Context: an optimization exercise on an open-source flow, tuned for small area. The choices shown serve that exercise and are no tape-out recipe. The RTL was checked by simulation tests, not by an equivalence proof against the original design. No activity file was given, so power comes from the tool's default toggle rates.

File: flow/design.v
module bcd_add12 (
    input  wire [47:0] x,
    input  wire [47:0] y,
    input  wire        cin,
    output reg  [47:0] s,
    output reg         cout
);
    integer i;
    reg [4:0] d;
    reg       c;
    always @* begin
        c = cin;
        s = 48'd0;
        for (i = 0; i < 12; i = i + 1) begin
            d = {1'b0, x[4*i +: 4]} + {1'b0, y[4*i +: 4]} + {4'd0, c};
            if (d > 5'd9) begin
                d = d + 5'd6;
                c = 1'b1;
            end else begin
                c = 1'b0;
            end
            s[4*i +: 4] = d[3:0];
        end
        cout = c;
    end
endmodule
module hp_emc (
    input  wire        clk,
    input  wire        rst,
    input  wire        start,
    input  wire [15:0] ir,
    input  wire [15:0] a_in,
    input  wire [15:0] b_in,
    input  wire [15:0] se_in,
    input  wire        dc_in,
    input  wire [47:0] ar1_in,
    input  wire [47:0] ar2_in,
    output wire        ready,
    output wire        done,
    output wire [1:0]  fail,
    output wire [15:0] a_out,
    output wire [15:0] b_out,
    output wire [15:0] se_out,
    output wire        dc_out,
    output wire [47:0] ar1_out,
    output wire [47:0] ar2_out
);
    localparam [3:0] O_MWA = 4'b0000, O_CMY = 4'b0001, O_NRM = 4'b0010,
                     O_CMX = 4'b0011, O_FXA = 4'b0100, O_OTH = 4'b0101,
                     O_CDC = 4'b0110, O_FMP = 4'b1000, O_FDV = 4'b1001,
                     O_MPY = 4'b1010, O_MRX = 4'b1100, O_DRS = 4'b1101,
                     O_MRY = 4'b1110, O_MLY = 4'b1111;
    localparam [2:0] S_IDLE = 3'd0, S_CHK = 3'd1, S_MAIN = 3'd2, S_WB = 3'd3,
                     S_DONE = 3'd4, S_CLR = 3'd5;
    reg [47:0] r1, r2;
    reg [15:0] ra, rb, rs, rx;
    reg        dc;
    reg [2:0]  st;
    reg [3:0]  ph;       
    reg [4:0]  cnt;      
    reg [3:0]  op;
    reg        t;        
    reg        c;        
    reg        f1, f2;   
    assign a_out   = ra;
    assign b_out   = rb;
    assign se_out  = rs;
    assign dc_out  = dc;
    assign ar1_out = r1;
    assign ar2_out = r2;
    wire ph0  = (ph == 4'd0);
    wire ph11 = (ph == 4'd11);
    wire lo4  = (ph[3:2] == 2'b00);
    wire mid4 = (ph[3:2] == 2'b01);
    assign ready = (st == S_IDLE);
    assign done  = st[2] & ~st[0] & ph0;
    wire   clr   = st[2];
    wire   ld    = ready & start;
    wire g     = ir[11];
    wire cmn   = (ir[15:12] == 4'b0111) & ~ir[10] & ir[9] & ~ir[4];
    wire ok0   = (ir[8] == (ir[6] & ~ir[5])) & ~(ir[7] & ir[5]) & (ir[3:0] == 4'd0);
    wire ok1   = (ir[8] ? (~ir[7] | (~ir[6] & ~ir[5])) : (~ir[7] & ~ir[6])) &
                 (ir[3:1] == {3{ir[7]}}) & (ir[0] == (ir[5] | ir[7]));
    wire valid = cmn & (g ? ok1 : ok0);
    wire [3:0] op_in = valid ? {g, g ? (ir[8] & ~ir[7]) : ir[7], ir[6] | (g & ir[7]), ir[5]}
                             : O_OTH;
    wire oMWA = (op == O_MWA), oCMY = (op == O_CMY), oCMX = (op == O_CMX),
         oFXA = (op == O_FXA), oNRM = (op == O_NRM),
         oFMP = (op == O_FMP), oFDV = (op == O_FDV), oMRX = (op == O_MRX),
         oDRS = (op == O_DRS), oMRY = (op == O_MRY), oMLY = (op == O_MLY),
         oOTH = (op == O_OTH);
    wire oCDC = ~op[3] & op[2] & op[1];
    wire oMPY = op[3] & ~op[2] & op[1];
    wire sCHK = ~st[2] & ~st[1] & st[0], sMAIN = st[1] & ~st[0], sWB = st[1] & st[0];
    wire [3:0] t1 = r1[3:0], t2 = r2[3:0], tA = ra[3:0], tB = rb[3:0],
               tS = rs[3:0], tX = rx[3:0];
    wire isADD = sMAIN & (oFXA | oMWA | oFMP | oFDV);
    wire isCM  = sMAIN & (oCMX | oCMY);
    wire isSHL = sMAIN & (oNRM | oMLY);
    wire isSHR = sMAIN & (oMRX | oMRY | oDRS);
    wire isMUL = sMAIN & oMPY;
    wire last  = cnt[4];      
    reg [3:0] xs, x, y;
    always @* begin
        xs = ((isCM & oCMX) | (isSHR & ~oMRY)) ? t1 : t2;
        if (isCM)
            x = {~(xs[3] | xs[2] | xs[1]), xs[2] ^ xs[1], xs[1], ~xs[0]};   
        else if (isMUL)
            x = t ? (tX ^ {4{last}}) : 4'd0;
        else
            x = xs;
        if (isADD & ~oMWA)
            y = t1;
        else if ((isADD & lo4) | isMUL)
            y = tB;
        else
            y = 4'd0;
    end
    wire       cin0 = isCM | ((cnt == 5'd0) & dc);
    wire       cin  = ph0 ? cin0 : c;
    wire [4:0] sum5 = {1'b0, x} + {1'b0, y} + {4'd0, cin};
    wire       dec  = ~isMUL;
    wire       gt9  = sum5[4] | (sum5[3] & (sum5[2] | sum5[1]));
    wire [3:0] res  = (dec & gt9) ? (sum5[3:0] + 4'd6) : sum5[3:0];
    wire       co   = dec ? gt9 : sum5[4];
    wire ml = (ph == 4'd3) ? (rb[4] ^ (t & rx[4])) : ra[4];
    wire mh = (ph == 4'd7) ? (x[3] ^ y[3] ^ co) : (rb[4] ^ (t & (rx[4] ^ last)) ^ co);
    wire [3:0] stuff = ((cnt == 5'd1) & ~oDRS) ? ra[7:4] : 4'd0;  
    wire       wrAS  = oMLY | oDRS | ((oMRX | oMRY) & (cnt != 5'd0));
    wire       pre   = sCHK & oMPY & lo4;
    wire [3:0] dly = rx[15:12];
    wire [3:0] dout = (oMRX | oMRY | oDRS) ? tX : dly;
    reg [3:0] e1, e2, eA, eB, eS, eX;
    always @* begin
        e1 = t1;
        if (isCM & oCMX)                 e1 = res;
        else if (isSHR & (oMRX | oDRS))  e1 = ph11 ? stuff : r1[7:4];
        e2 = t2;
        if (isADD | (isCM & oCMY))       e2 = res;
        else if (isSHL)                  e2 = dly;
        else if (isSHR & oMRY)           e2 = ph11 ? stuff : r2[7:4];
        eA = tA;
        if (isMUL & lo4)            eA = {ml, tA[3:1]};
        else if (sWB & lo4 & (oFMP | wrAS)) eA = ph0 ? dout : 4'd0;
        eB = tB;
        if (pre)                         eB = 4'd0;
        else if (isMUL & mid4)           eB = {mh, res[3:1]};
        else if (sWB & lo4 & (oNRM | oFDV))
            eB = ph0 ? cnt[3:0] : ((ph == 4'd1) ? {3'd0, cnt[4]} : 4'd0);
        eS = tS;
        if (sWB & lo4 & wrAS)            eS = ph0 ? dout : 4'd0;
        eX = tX;
        if (pre)                         eX = tB;
        else if (isSHL | (isSHR & ph0))  eX = xs;
        else if (isADD & oFMP & ph11)    eX = tX + {3'd0, co};
        else if (sCHK & ph11 & ~oMPY)    eX = oMLY ? ra[7:4] : 4'd0;  
        if (clr) begin
            e1 = 4'd0; e2 = 4'd0; eA = 4'd0; eB = 4'd0; eS = 4'd0;
        end
    end
    function bad;
        input [3:0] d;
        bad = d[3] & (d[2] | d[1]);
    endfunction
    wire chk1 = oFXA | oFMP | oFDV | oCMX;
    wire chk2 = oFXA | oFMP | oFDV | oCMY | oMWA;
    wire stf  = oMRX | oMRY | oMLY;
    wire f1n  = f1 | (chk1 & bad(t1)) | (chk2 & bad(t2)) | (oMWA & bad(tB));
    wire f2n  = f2 | (oFDV ? (|t1) : ((ph[1:0] == 2'b00) ? bad(tA) : (|tA)));
    wire failn = f1n | (oFDV & ~f2n) | (stf & f2n);
    assign fail = f1 ? 2'd1 : (oFDV & ~f2) ? 2'd2 : (stf & f2) ? 2'd3 : 2'd0;
    reg more;
    always @* begin
        if (oNRM)                      more = (e2 == 4'd0) & (cnt != 5'd12);
        else if (oFMP | oMRX | oMRY)   more = (cnt[3:0] != rb[7:4]);
        else if (oFDV)                 more = sCHK | (~co & (cnt != 5'd15));
        else if (oMPY)                 more = ~last;
        else                           more = sCHK & ~(oCDC | oOTH);
    end
    always @(posedge clk) begin
        r1 <= ({48{ld}} & ar1_in) | {e1, r1[47:4]};
        r2 <= ({48{ld}} & ar2_in) | {e2, r2[47:4]};
        ra <= ({16{ld}} & a_in)   | {eA, ra[15:4]};
        rb <= ({16{ld}} & b_in)   | {eB, rb[15:4]};
        rs <= ({16{ld}} & se_in)  | {eS, rs[15:4]};
        rx <= {eX, rx[15:4]};
    end
    always @(posedge clk) begin
        c  <= (isMUL & (ph == 4'd3)) ? (t & last) : co;
        ph <= (ph11 | ready | rst) ? 4'd0 : ph + 4'd1;
        if (sCHK) begin
            f1 <= f1n;
            f2 <= f2n;
        end
        if (sMAIN & (oFDV ? (ph11 & ~co) : ph0))
            cnt <= cnt + 5'd1;
        if (isADD & ph11 & (oFXA | oMWA))
            dc <= co;
        else if (sWB & ph0) begin
            if (oNRM)
                dc <= (cnt == 5'd12);
            else if (~(oFXA | oMWA | oMPY | oOTH))
                dc <= 1'b0;
        end
        if (ph11)
            t <= ra[4];      
        if (ph11) begin
            case (st)
                S_CHK:  st <= failn ? S_DONE : more ? S_MAIN : S_WB;
                S_MAIN: st <= more ? S_MAIN : S_WB;
                S_WB:   st <= S_DONE;
                S_DONE: st <= S_IDLE;
                S_CLR:  st <= S_IDLE;
                default: ;
            endcase
        end
        if (ld) begin
            dc  <= dc_in;
            op  <= op_in;
            st  <= S_CHK;
            cnt <= 5'd0;
            f1  <= 1'b0;
            f2  <= 1'b0;
        end
        if (rst)
            st <= S_CLR;
    end
endmodule
File: flow/config.mk
export PLATFORM = sky130hd
export DESIGN_NAME = hp_emc
export DESIGN_NICKNAME = hp_emc
export VERILOG_FILES = /design/flow/design.v
export SDC_FILE = /design/flow/constraint.sdc
export NUM_CORES = 4
export LEC_CHECK = 0
export CAP_MARGIN = 20
export CORE_MARGIN = 2
export CORE_UTILIZATION = 55
export PLACE_DENSITY = 0.65
export SLEW_MARGIN = 20
File: flow/flow/synth.tcl
# The standard synthesis (synth_recipe.tcl: ORFS synthesis without the fsm
# and share passes, flattened, function nets renamed), with the technology
# mapping of the logic done by an area-oriented ABC script. Registers are
# mapped by dfflibmap before abc runs and are left as they are.
set my_abc_script [file join [file dirname [file normalize [info script]]] area.abc]
proc abc {args} {
  global my_abc_script
  set i [lsearch $args -script]
  if {$i >= 0} { set args [lreplace $args $i [expr {$i+1}]] }
  set j [lsearch $args -D]
  if {$j >= 0} { set args [lreplace $args $j [expr {$j+1}]] }
  lappend args -script $my_abc_script
  puts "area abc: $args"
  yosys abc {*}$args
}
source $::env(FLOW_WORK)/synth_recipe.tcl
File: flow/flow/area.abc
strash
&get -n
&fraig -x
&put
dc2
strash
&get -n
&dch -f
&nf -a -R 1000 -C 32
&put
File: flow/flow/run.sh
#!/bin/bash
# Layout: the standard flow (standard.sh), with
#  - synthesis: the standard script, with an area-oriented ABC mapping and
#    no hard-adder mapping (flow/synth.tcl);
#  - port buffers of the smallest buffer cell;
#  - a clock tree of small buffers without dummy loads;
# and config.mk's settings. Each step's output goes to its own log here.
set -euo pipefail
export FLOW_WORK=$PWD
bash standard.sh SYNTH_SCRIPT=$PWD/flow/synth.tcl ADDER_MAP_FILE= synth > synth.log 2>&1
bash standard.sh "BUFFER_PORTS_ARGS=-buffer_cell sky130_fd_sc_hd__buf_1" \
  "CTS_ARGS=-sink_clustering_enable -repair_clock_nets -sink_clustering_size 24 -buf_list sky130_fd_sc_hd__clkbuf_8 -dont_use_dummy_load" \
  finish > layout.log 2>&1
File: flow/constraint.sdc
create_clock -name core_clock -period 22.0 [get_ports {clk}]
set_input_delay 4.4000 -clock core_clock [delete_from_list [all_inputs] [get_ports {clk}]]
set_output_delay 4.4000 -clock core_clock [all_outputs]
set_load 0.01 [all_outputs]
File: flow/standard.sh
#!/bin/bash
# synth_recipe.tcl (not shown) runs the flow's synth.tcl, then flattens the netlist and writes it again
# the make line also repeats each setting of config.mk as NAME=value (left out here)
make -C /OpenROAD-flow-scripts/flow DESIGN_CONFIG=/design/flow/config.mk WORK_HOME=/design/flow/orfs CLKGATE_MAP_FILE= SYNTH_SCRIPT=/design/flow/synth_recipe.tcl "${@:-finish}"
==> results of run 1 <==
[registers in the layout, indices dropped and copies added (netlist names), 3 cells and up]
name	count
rx	16
rb	16
ra	16
rs	16
cnt	5
r2	48
ph	4
r1	48
op	4
st	3
[kinds of logic (layout without fill, tap and decap cells)]
| group | after synthesis | count (layout) | share of synthesized area |
|---|---|---|---|
| AO/OA/AOI/OAI | 282 | 282 | 0.272 |
| XOR/XNOR | 22 | 22 | 0.0278 |
| adder cells (fa/ha/maj) | 3 | 3 | 0.00434 |
| buffers and inverters | 10 | 341 | 0.00542 |
| flip-flops | 181 | 181 | 0.532 |
| multiplexers | 16 | 16 | 0.0231 |
| AND/OR/NAND/NOR | 207 | 207 | 0.136 |
[cells in the mapped netlist, drive strengths merged, types with 2 or more instances]
| library cell | count |
|---|---|
| xnor2 | 13 |
| or2 | 4 |
| a32o | 4 |
| a41oi | 3 |
| nand3 | 8 |
| or3b | 2 |
| nor2b | 8 |
| clkinv | 10 |
| o211ai | 4 |
| a2111oi | 2 |
| a22oi | 2 |
| maj3 | 3 |
| o21a | 2 |
| a31oi | 6 |
| edfxtp | 6 |
| a21o | 128 |
| a221o | 4 |
| or3 | 4 |
| dfxtp | 175 |
| and2 | 5 |
| and3 | 7 |
| a21oi | 61 |
| o311ai | 3 |
| o21ai | 48 |
| nor4 | 5 |
| nand2 | 69 |
| nor3 | 23 |
| nand2b | 6 |
| a22o | 3 |
| mux2i | 16 |
| a211oi | 6 |
| nand4 | 4 |
| xor2 | 9 |
| nor2 | 60 |
[metrics by stage]
step	total power, mW	hold WS [ns]	utilization
floorplan	0.349	0.310	-
global placement	0.364	0.310	0.684
detailed placement	0.364	0.313	0.684
CTS	0.527	0.323	0.704
global route	0.543	0.328	0.704
finish	0.523	0.317	0.704
[power breakdown]
part / internal (mW) / switching [mW]
Combinational: 0.0109 / 0.0114
Clock: 0.0683 / 0.0980
Sequential: 0.331 / 0.00354
[worst max-delay path, delay by kind of cell (launching register included)]
family / cells / cell delay [ns]
flops: 1 / 0.62
simple gates: 1 / 0.88
buf+inv: 1 / 0.24
[area by class of cell]
class | count | area (µm²)
clock buffer | 17 | 234
fill | 1082 | 3600
inverter | 10 | 40.0
multi-input combinational | 530 | 3200
sequential | 181 | 3680
tap | 168 | 210
timing repair buffer | 314 | 1190
[worst max path at each step]
| stage | to | slack (ns) |
|---|---|---|
| 2_1_floorplan | dc | 14.17 |
| 3_3_place_gp | op[0] | 15.37 |
| 3_5_place_dp | op[0] | 15.30 |
| 4_1_cts | ready | 15.44 |
| 5_1_grt | ready | 15.29 |
| 6_report | ready | 15.41 |
[layer usage]
metal,track usage,routed length [µm]
met5,0,0
met3,0.0810,1850
met1,0.365,8040
met2,0.496,9740
met4,0.129,544
==> reports/metrics.cfg, run 1 <==
[global_routing]
grt_overflow_total = 0
grt_pass1_wl_um = 31000
antenna_found_initial = 0
grt_pass1_vias = 6278
grt_use_total = 0.298
grt_max_degree = 101

[layout]
final_common_cell = buf_1
stdcell_count = 1220
diodes = 0
layout_common_cells = buf_1 (312), dfxtp_1 (175), a21o_1 (128)
nets = 1218
drive_above_1_share = 0.0190
syn_to_final_growth_pct = 23.6
fin_area_um2 = 8560

[clock_tree]
ctsLongestPathBuffers = 2
clkTransAtPathRegs_ns = 0.07
clock_sinks = 181
post_cts_buffers = 0
ctsResizeCount = 0
cts_tree = yes
cts-htree-levels = 4
cts_hold_repair.buffers = 0
cts_buffers = 17
clkLatencyLatePin_ns = 0.46
clock-root-buffer = clkbuf_8

[detailed_routing]
num_vias = 6758
wl_per_cell_um = 16.5
wl_um = 20200
drtIter0Drc = 625
drc = 0
ant_nets = 0
viasPerCell = 5.54
firstDrtPassIters = 6

[yosys]
synthTopCellsByArea = dfxtp_1 (51%), a21o_1 (14%), a21oi_1 (4.4%), nand2_1 (3.7%), o21ai_0 (3.5%)
ys_seq_area_frac = 0.532
synth_area_um2 = 6930
synth_area_leader_cell = dfxtp_1
synthArstFlopShare = 0
yosysWarnings = 1
synth-seq-cells = 181
ys_dominant_reg_cell = dfxtp_1
syn_area_per_cell_um2 = 9.61
synth_edf_count = 6
syn_nets = 885
yosys.area.top_type_share = 0.506
synth_cell_type_count = 42
syn_inst = 721

[power_and_ir_drop]
peakVddDrop_mv = 0.0762
powerDensity_nw_per_um2 = 61.2
p_leak_nw = 4.13

[timing]
rsz0062_at_grt = false
fin_skew_ns = 0.0216
worstMarginPinSlew_ns = 0.985
maxSlewViolCount = 0
layout_setup_ws_ns = 15.41
fin_crit_sh = 0.300
setup_viol = 0
slew_headroom = 0.337
tns_ns = 0
hold_viol_final = 0
fin_crit_ns = 6.59
fmax_ghz = 0.152

[placed_design]
gp_congestion = 0.981
dp.cells = 1203
place_ws_ns = 15.30
dpl_cell_area_um2 = 8320
io_buffers = 312
dp_hpwl_um = 15500

[floorplan]
die_y_um = 116
core_um2 = 12200
initial_core_util = 0.569
dieWidth_um = 116
row_count = 40
die-area_um2 = 13500
io_pins = 313

[worst_setup_path]
ff2ff_path_depth = 19
critPathRequiredTime_ns = 17.60
cp-start-kind = flip-flop
cp-end-kind = output pin
cpMaxStageDelayCell = nor3_1
r2r-start = st[1]
cp_cell_sequence = nor3_1 -> buf_1
cpPeakStageDelay_ns = 0.88
worstSetupStartpoint = st[2]
worstReg2RegEnd = cnt[4]
reg2reg_slack_ns = 15.93
path_max_fanout = 24
cp.arrival_ns = 2.19
worst-setup-path-type = reg2out

[worst_hold_path]
hold_end = rx[1]
hp-start = rx[5]
hold_depth = 0
min_path_type = reg2reg

[run_status]
status = no timing/DRC/antenna violations

[job]
maxCapViolCount = 0

==> inputs of run 2 (changes only) <==
--- a/flow/config.mk
+++ b/flow/config.mk
@@ -7,3 +7,3 @@
 export LEC_CHECK = 0
-export CAP_MARGIN = 20
+export CAP_MARGIN = 0
 export CORE_MARGIN = 2
@@ -11,2 +11,2 @@
 export PLACE_DENSITY = 0.65
-export SLEW_MARGIN = 20
+export SLEW_MARGIN = 0
==> reports/metrics.cfg, run 2 <==
[timing]
holdWs_ns = 0.317
slew_headroom = 0.337
worstMarginPinSlew_ns = 0.985
fin_skew_ns = 0.0216
fin_crit_ns = 6.59
fmax_ghz = 0.152
maxSlewViolCount = 0
setup_viol = 0
tns_ns = 0
rsz0062_at_grt = false
fin_crit_sh = 0.300
hold_viol_final = 0

[clock_tree]
cts_hold_repair.buffers = 0
ctsResizeCount = 0
cts_buffers = 17
cts-htree-levels = 4
clock-root-buffer = clkbuf_8
clkLatencyLatePin_ns = 0.46
post_cts_buffers = 0
cts_tree = yes
ctsLongestPathBuffers = 2
clkTransAtPathRegs_ns = 0.07
clock_sinks = 181

[detailed_routing]
num_vias = 6758
wl_um = 20200
drc = 0
wl_per_cell_um = 16.5
ant_nets = 0
drtIter0Drc = 625
viasPerCell = 5.54
firstDrtPassIters = 6

[layout]
final_common_cell = buf_1
diodes = 0
stdcell_count = 1220
syn_to_final_growth_pct = 23.6
drive_above_1_share = 0.0190
nets = 1218
layout_common_cells = buf_1 (312), dfxtp_1 (175), a21o_1 (128)
fin_area_um2 = 8560
top_regs = r1 (48), r2 (48)

[floorplan]
die_y_um = 116
io_pins = 313
row_count = 40
core_um2 = 12200
dieWidth_um = 116
initial_core_util = 0.569
die-area_um2 = 13500

[worst_setup_path]
cp-end-kind = output pin
cpPeakStageDelay_ns = 0.88
cp.arrival_ns = 2.19
worstReg2RegEnd = cnt[4]
ff2ff_path_depth = 19
r2r-start = st[1]
cp-start-kind = flip-flop
worst-setup-path-type = reg2out
critPathRequiredTime_ns = 17.60
reg2reg_slack_ns = 15.93
path_max_fanout = 24
worstSetupStartpoint = st[2]
cp_cell_sequence = nor3_1 -> buf_1
cpMaxStageDelayCell = nor3_1

[yosys]
synth_edf_count = 6
synth_common_cells = dfxtp_1 (175), a21o_1 (128), nand2_1 (69)
ys_dominant_reg_cell = dfxtp_1
syn_inst = 721
synth_area_um2 = 6930
synthTopCellsByArea = dfxtp_1 (51%), a21o_1 (14%), a21oi_1 (4.4%), nand2_1 (3.7%), o21ai_0 (3.5%)
synthArstFlopShare = 0
synth_area_leader_cell = dfxtp_1
syn_nets = 885
syn_area_per_cell_um2 = 9.61
post-synth-top-count-cell = dfxtp_1
synth-seq-cells = 181
ys_seq_area_frac = 0.532
yosysWarnings = 1
yosys.area.top_type_share = 0.506
synth_cell_type_count = 42

[placed_design]
io_buffers = 312
dpl_cell_area_um2 = 8320
dp.cells = 1203
dp_hpwl_um = 15500
gp_congestion = 0.981

[global_routing]
grt_max_degree = 101
grt_pass1_vias = 6278
grt_use_total = 0.298
grt_pass1_wl_um = 31000
grt_overflow_total = 0
antenna_found_initial = 0

[worst_hold_path]
min_path_type = reg2reg
hp-start = rx[5]
hold_depth = 0
hold_end = rx[1]

[power_and_ir_drop]
peakVddDrop_mv = 0.0762
powerDensity_nw_per_um2 = 61.2
p_leak_nw = 4.13

[run_status]
status = no timing/DRC/antenna violations

[job]
maxCapViolCount = 0

-- run 2: cell counts after synthesis --
No cell type changed its count.
-- run 2: kinds of logic after synthesis --
group,Yosys count,share of synthesized area
adders and majority gates,3,0.00434
and+or+nand+nor,207,0.136
xor gates and xnor gates,22,0.0278
buffers and inverters,10,0.00542
muxes,16,0.0231
DFF,181,0.532
AOI/OAI and AO/OA,282,0.272
-- run 2: worst max-delay path by stage --
stage | cells after the start | slack, ns | to
3_3_place_gp | 8 | 15.37 | op[0]
2_1_floorplan | 5 | 14.17 | dc
5_1_grt | 2 | 15.29 | ready
3_5_place_dp | 8 | 15.30 | op[0]
4_1_cts | 2 | 15.44 | ready
6_report | 2 | 15.41 | ready
-- run 2: critical path, delay by kind of cell, from the launching register on --
kind                   cells  cell delay [ns]
AND/OR/NAND/NOR            1             0.88
flip-flops                 1             0.62
buffers and inverters      1             0.24
-- run 2: routing by layer --
metal,up-vias,share of wire,global-route usage
li1,3277,-,-
met4,0,0.027,0.129
met3,52,0.092,0.0810
met1,3090,0.40,0.365
met2,339,0.48,0.496
met5,-,0,0
-- run 2: area by class of cell --
cell class	instances	area [µm²]
multi-input combinational	530	3200
inverter	10	40.0
clock buffer	17	234
sequential	181	3680
fill	1082	3600
tap	168	210
timing repair buffer	314	1190
-- run 2: power breakdown --
part | leakage [nW] | switching (mW) | internal [mW]
Sequential | 1.47 | 0.00354 | 0.331
Clock | 0.122 | 0.0980 | 0.0683
Combinational | 2.54 | 0.0114 | 0.0109
Total | 4.13 | 0.113 | 0.411
-- run 2: per-stage QoR --
step | worst slack, ns | power [mW] | util
3_3_place_gp | 15.37 | 0.364 | 0.684
6_report | 15.41 | 0.523 | 0.704
5_1_grt | 15.29 | 0.543 | 0.704
3_5_place_dp | 15.30 | 0.364 | 0.684
2_1_floorplan | 14.17 | 0.349 | -
4_1_cts | 15.44 | 0.527 | 0.704

## what the ideal ports hide
In the flow no input, the clock included, has a driving cell. The finished layouts below were timed again as built, in two steps.
Step 1, drivers: a clkbuf_16 drives clk and a buf_2 each remaining input, both assumed.
Step 2 also shifts input and output timing later by t, the mid clock arrival at the registers, as if the neighbouring blocks saw the same clock.
Three values: no drivers, after step 1, after step 2; two values: the first two.
| run | t (ns) | slack for setup (ns) | clock arrival spread, ns | worst slew at a driven data input, ns | cell pins on the clock port's net |
|---|---|---|---|---|---|
| run 1 | 0.484 | 15.406 / 15.372 / 15.314 | 0.022 / 0.023 | 0.06 | 1 |
| run 2 | 0.484 | 15.406 / 15.372 / 15.314 | 0.022 / 0.023 | 0.06 | 1 |
After both steps setup and hold are still met in every run listed.
